Source: an optimization exercise on an open RTL-to-GDS flow (aim: small area, a short achievable clock period and few clock cycles per item). Production flows keep margins and buffers that such runs may drop.

== before ==
==> flow/design.v (excerpt) <==
module oa7_crypt (
    input  wire         clk,
    input  wire         rst,
    input  wire         start,
    input  wire         op_dec,
    input  wire         op_derive,
    input  wire [127:0] key_in,
    input  wire [31:0]  epoch,
    input  wire [31:0]  key_addr,
    input  wire [159:0] data_in,
    output wire         ready,
    output reg          done,
    output wire [159:0] data_out,
    output wire [127:0] key_out
);
    localparam [31:0] KEY_XOR = 32'h87B562F4;
    reg         busy;      
    reg         run;       
    reg         dec;       
    reg  [7:0]  dd;        
    reg  [2:0]  kc;        
    reg  [2:0]  p;         
    reg  [5:0]  jh;        
    reg  [1:0]  kidx;      
    reg  [31:0] r0, r1, r2, r3, r4;
    reg  [31:0] k0, k1, k2, k3;
    reg  [31:0] mixr;      
    reg  [31:0] m1r;       
    assign ready    = ~busy;
    assign data_out = {r4, r3, r2, r1, r0};
    assign key_out  = {k3, k2, k1, k0};
  ...
==> module oa7_carry, before the edit <==
module oa7_carry #(
    parameter W = 32
) (
    input  wire [W-1:0] a,
    input  wire [W-1:0] b,
    input  wire         ci,
    output wire [W-1:0] c
);
    localparam L = (W > 16) ? 5 : (W > 8) ? 4 : (W > 4) ? 3 : (W > 2) ? 2 : 1;
    wire [W-1:0] g [0:L];
    wire [W-1:0] p [0:L];
    assign g[0] = (a & b) | {{(W-1){1'b0}}, (a[0] ^ b[0]) & ci};
    assign p[0] = a ^ b;
    genvar l, i;
    generate
        for (l = 0; l < L; l = l + 1) begin : g_lvl
            for (i = 0; i < W; i = i + 1) begin : g_bit
                if (i >= (1 << l)) begin : g_op
                    assign g[l+1][i] = g[l][i] | (p[l][i] & g[l][i - (1 << l)]);
                    assign p[l+1][i] = p[l][i] & p[l][i - (1 << l)];
                end else begin : g_pass
                    assign g[l+1][i] = g[l][i];
                    assign p[l+1][i] = p[l][i];
                end
            end
        end
    endgenerate
    assign c = {g[L][W-2:0], ci};
endmodule
==> module oa7_add, before the edit <==
module oa7_add #(
    parameter W = 32
) (
    input  wire [W-1:0] a,
    input  wire [W-1:0] b,
    input  wire         ci,
    output wire [W-1:0] s
);
    wire [W-1:0] c;
    oa7_carry #(.W(W)) u_c (.a(a), .b(b), .ci(ci), .c(c));
    assign s = a ^ b ^ c;
endmodule
==> module oa7_crypt, before the edit <==
module oa7_crypt (
    input  wire         clk,
    input  wire         rst,
    input  wire         start,
    input  wire         op_dec,
    input  wire         op_derive,
    input  wire [127:0] key_in,
    input  wire [31:0]  epoch,
    input  wire [31:0]  key_addr,
    input  wire [159:0] data_in,
    output wire         ready,
    output reg          done,
    output wire [159:0] data_out,
    output wire [127:0] key_out
);
    localparam [31:0] KEY_XOR = 32'h87B562F4;
    reg         busy;      
    reg         run;       
    reg         dec;       
    reg  [7:0]  dd;        
    reg  [2:0]  kc;        
    reg  [2:0]  p;         
    reg  [5:0]  jh;        
    reg  [1:0]  kidx;      
    reg  [31:0] r0, r1, r2, r3, r4;
    reg  [31:0] k0, k1, k2, k3;
    reg  [31:0] mixr;      
    reg  [31:0] m1r;       
    assign ready    = ~busy;
    assign data_out = {r4, r3, r2, r1, r0};
    assign key_out  = {k3, k2, k1, k0};
    reg  [1:0]  w1;        
    reg  [1:0]  w2;        
    wire [31:0] mix_in, xk, m1, m2;
    oa7_keymix u_mix (.epoch(epoch), .addr(key_addr), .mixs(mix_in));
    oa7_keysel u_sel (.mixs(mixr), .i(w1), .xs(xk));
    oa7_mulc   u_m1  (.xs(xk),  .m(m1));
    oa7_mulc   u_m2  (.xs(m1r), .m(m2));
    wire [31:0] kder = m2 ^ (m2 >> 16) ^ KEY_XOR;
    wire        kwr  = (kc >= 3'd2);
    function [31:0] sum_of;
        input [5:0] h;
        sum_of = ({32{h[0]}} & 32'h9E3779B9) | ({32{h[1]}} & 32'h3C6EF372)
               | ({32{h[2]}} & 32'hDAA66D2B) | ({32{h[3]}} & 32'h78DDE6E4)
               | ({32{h[4]}} & 32'h1715609D) | ({32{h[5]}} & 32'hB54CDA56);
    endfunction
    function [1:0] kidx_of;
        input       d;
        input [2:0] pp;
        input [5:0] j;
        reg   [31:0] s;
        begin
            s = sum_of(j);
            kidx_of = (d ? 2'd0 - pp[1:0] : pp[1:0]) ^ s[3:2];
        end
    endfunction
    wire [31:0] sum = sum_of(jh);
    wire       last_p     = (p == 3'd4);
    wire       last_round = dec ? jh[0] : jh[5];
    wire [2:0] p_n        = last_p ? 3'd0 : p + 3'd1;
    wire [5:0] jh_n       = !last_p ? jh : dec ? {1'b0, jh[5:1]} : {jh[4:0], 1'b0};
    reg  [31:0] kw;
    wire [1:0]  kidx_nx = run ? kidx_of(dec, p_n, jh_n) : kidx;
    reg  [31:0] kw_nx;
    always @(*) begin
        if (kwr && w2 == kidx_nx)
            kw_nx = kder;
        else case (kidx_nx)
            2'd0: kw_nx = k0;
            2'd1: kw_nx = k1;
            2'd2: kw_nx = k2;
            default: kw_nx = k3;
        endcase
    end
    wire [31:0] ddir = {{4{dd[7]}}, {4{dd[6]}}, {4{dd[5]}}, {4{dd[4]}},
                        {4{dd[3]}}, {4{dd[2]}}, {4{dd[1]}}, {4{dd[0]}}};
    wire [31:0] vp = (ddir & r4) | (~ddir & r0);
    wire [31:0] y  = (ddir & r0) | (~ddir & r1);
    wire [31:0] z  = (ddir & r3) | (~ddir & r4);
    wire [31:0] sa, sb;
    oa7_add #(.W(32)) u_a (.a((z >> 5) ^ (y << 2)), .b((y >> 3) ^ (z << 4)), .ci(1'b0), .s(sa));
    oa7_add #(.W(32)) u_b (.a(sum ^ y), .b(kw ^ z), .ci(1'b0), .s(sb));
    wire [31:0] mx = sa ^ sb;
    wire [31:0] vc;
    oa7_carry #(.W(32)) u_v (.a(vp ^ ddir), .b(mx), .ci(1'b0), .c(vc));
    wire [31:0] vn = vp ^ mx ^ vc;
    always @(posedge clk) begin
        if (rst) begin
            busy <= 1'b0;
            run  <= 1'b0;
            kc   <= 3'd0;
            done <= 1'b0;
        end else begin
            done <= 1'b0;
            if (!busy) begin
                if (start) begin
                    busy <= 1'b1;
                    run  <= ~op_derive;
                    kc   <= op_derive ? 3'd1 : 3'd0;
                end
            end else begin
                if (kc != 3'd0)
                    kc <= (kc == 3'd5) ? 3'd0 : kc + 3'd1;
                if (kc == 3'd2)
                    run <= 1'b1;
                if (run && last_p && last_round) begin
                    run  <= 1'b0;
                    busy <= 1'b0;
                    done <= 1'b1;
                end
            end
        end
    end
    always @(posedge clk) begin
        m1r <= m1 ^ (m1 >> 16);
        w1  <= busy ? w1 + 2'd1 : (op_dec ? 2'd1 : 2'd2);
        w2  <= w1;
        if (!busy) begin
            dec  <= op_dec;
            dd   <= start ? {8{~op_derive & op_dec}} : data_in[7:0];
            p    <= 3'd0;
            jh   <= op_dec ? 6'b100000 : 6'b000001;
            kidx <= op_dec ? 2'd1 : 2'd2;
            kw   <= op_dec ? key_in[63:32] : key_in[95:64];
            mixr <= mix_in;
            {r4, r3, r2, r1, r0} <= data_in;
            {k3, k2, k1, k0}     <= key_in;
        end else begin
            if (kc == 3'd1)
                dd <= 8'hFF;
            else if (kc == 3'd2)
                dd <= {8{dec}};
            if (kwr) begin
                case (w2)
                    2'd0: k0 <= kder;
                    2'd1: k1 <= kder;
                    2'd2: k2 <= kder;
                    default: k3 <= kder;
                endcase
            end
            if (run) begin
                p    <= p_n;
                jh   <= jh_n;
                kidx <= kidx_nx;
            end
            kw <= kw_nx;
            r0 <= (ddir & vn) | (~ddir & r1);
            r1 <= (ddir & r0) | (~ddir & r2);
            r2 <= (ddir & r1) | (~ddir & r3);
            r3 <= (ddir & r2) | (~ddir & r4);
            r4 <= (ddir & r3) | (~ddir & vn);
        end
    end
endmodule
clock: 15.0 ns
lec_check: 0
cap_margin: 20
core_margin: 2
core_utilization: 70
slew_margin: 20
standard.sh (not shown) runs the stock make flow with config.mk's settings and CLKGATE_MAP_FILE= SYNTH_SCRIPT=/design/flow/synth_recipe.tcl, a recipe that flattens the netlist after the stock synthesis.
==> flow/flow/run.sh <==
#!/bin/bash
set -euo pipefail
export SETUP_SLACK_MARGIN=9
export BUFFER_PORTS_ARGS="-buffer_cell sky130_fd_sc_hd__buf_1"
bash standard.sh > standard_flow.log 2>&1
Relative to before, the following input files were edited for after:
--- a/flow/design.v
+++ b/flow/design.v
@@ -509,51 +509,22 @@
     input  wire [31:0] mixs,
     input  wire [1:0]  i,
     output wire [31:0] xs
 );
     assign xs = mixs ^ {{4{2'b00, i}}, 16'h0000};
 endmodule
-module oa7_carry #(
-    parameter W = 32
-) (
-    input  wire [W-1:0] a,
-    input  wire [W-1:0] b,
-    input  wire         ci,
-    output wire [W-1:0] c
-);
-    localparam L = (W > 16) ? 5 : (W > 8) ? 4 : (W > 4) ? 3 : (W > 2) ? 2 : 1;
-    wire [W-1:0] g [0:L];
-    wire [W-1:0] p [0:L];
-    assign g[0] = (a & b) | {{(W-1){1'b0}}, (a[0] ^ b[0]) & ci};
-    assign p[0] = a ^ b;
-    genvar l, i;
-    generate
-        for (l = 0; l < L; l = l + 1) begin : g_lvl
-            for (i = 0; i < W; i = i + 1) begin : g_bit
-                if (i >= (1 << l)) begin : g_op
-                    assign g[l+1][i] = g[l][i] | (p[l][i] & g[l][i - (1 << l)]);
-                    assign p[l+1][i] = p[l][i] & p[l][i - (1 << l)];
-                end else begin : g_pass
-                    assign g[l+1][i] = g[l][i];
-                    assign p[l+1][i] = p[l][i];
-                end
-            end
-        end
-    endgenerate
-    assign c = {g[L][W-2:0], ci};
-endmodule
 module oa7_add #(
     parameter W = 32
 ) (
     input  wire [W-1:0] a,
     input  wire [W-1:0] b,
     input  wire         ci,
     output wire [W-1:0] s
 );
     wire [W-1:0] c;
-    oa7_carry #(.W(W)) u_c (.a(a), .b(b), .ci(ci), .c(c));
+    oa7_carry_sk u_c (.a(a), .b(b), .ci(ci), .c(c));
     assign s = a ^ b ^ c;
 endmodule
 module oa7_crypt (
     input  wire         clk,
     input  wire         rst,
     input  wire         start,
@@ -634,13 +605,13 @@
     wire [31:0] z  = (ddir & r3) | (~ddir & r4);
     wire [31:0] sa, sb;
     oa7_add #(.W(32)) u_a (.a((z >> 5) ^ (y << 2)), .b((y >> 3) ^ (z << 4)), .ci(1'b0), .s(sa));
     oa7_add #(.W(32)) u_b (.a(sum ^ y), .b(kw ^ z), .ci(1'b0), .s(sb));
     wire [31:0] mx = sa ^ sb;
     wire [31:0] vc;
-    oa7_carry #(.W(32)) u_v (.a(vp ^ ddir), .b(mx), .ci(1'b0), .c(vc));
+    oa7_carry_sk u_v (.a(vp ^ ddir), .b(mx), .ci(1'b0), .c(vc));
     wire [31:0] vn = vp ^ mx ^ vc;
     always @(posedge clk) begin
         if (rst) begin
             busy <= 1'b0;
             run  <= 1'b0;
             kc   <= 3'd0;
Notes after the runs:
Worst hold slack, before and after: smaller value in before. Changes observed in after relative to before: core utilization rose 1.1 points; number of buffers added for setup after CTS now sits higher; number of ordinary inverters in the final layout rose 13. [compare] base=before new=after: signed area change from the synthesized netlist to the final layout went up by 1.5 points, setup slack went down by 190 ps, standard cell area after detailed placement went down by about 2.5%. Measured against each other, before and after differ in design area, the higher figure coming from before. Compared after vs before, and data required time at the worst endpoint is up in after.
No functional check of the RTL was part of any run of this note.

## what the ideal ports hide
Ports are ideal in the flow. The routed layouts listed here were re-timed in OpenROAD. Step 1 sets driving cells, clkbuf_16 on the clock port and buf_2 on the other inputs (assumed; they add their load-dependent delay and slew). Step 2 moves the port delays by t, midway between the first and last clock arrival at a register: inputs arrive t later, outputs are due t later. That takes back most of the time a late clock gives input paths. a / b / c = ideal ports / drivers / drivers and shift; a / b = the first two.
run | t, ns | slack for setup (ns) | worst slew at a driven data input, ns
before | 0.657 | 9.108 / 9.108 / 9.108 | 0.15
after | 0.666 | 8.920 / 8.920 / 8.920 | 0.13
After both steps setup and hold are still met in every run listed.
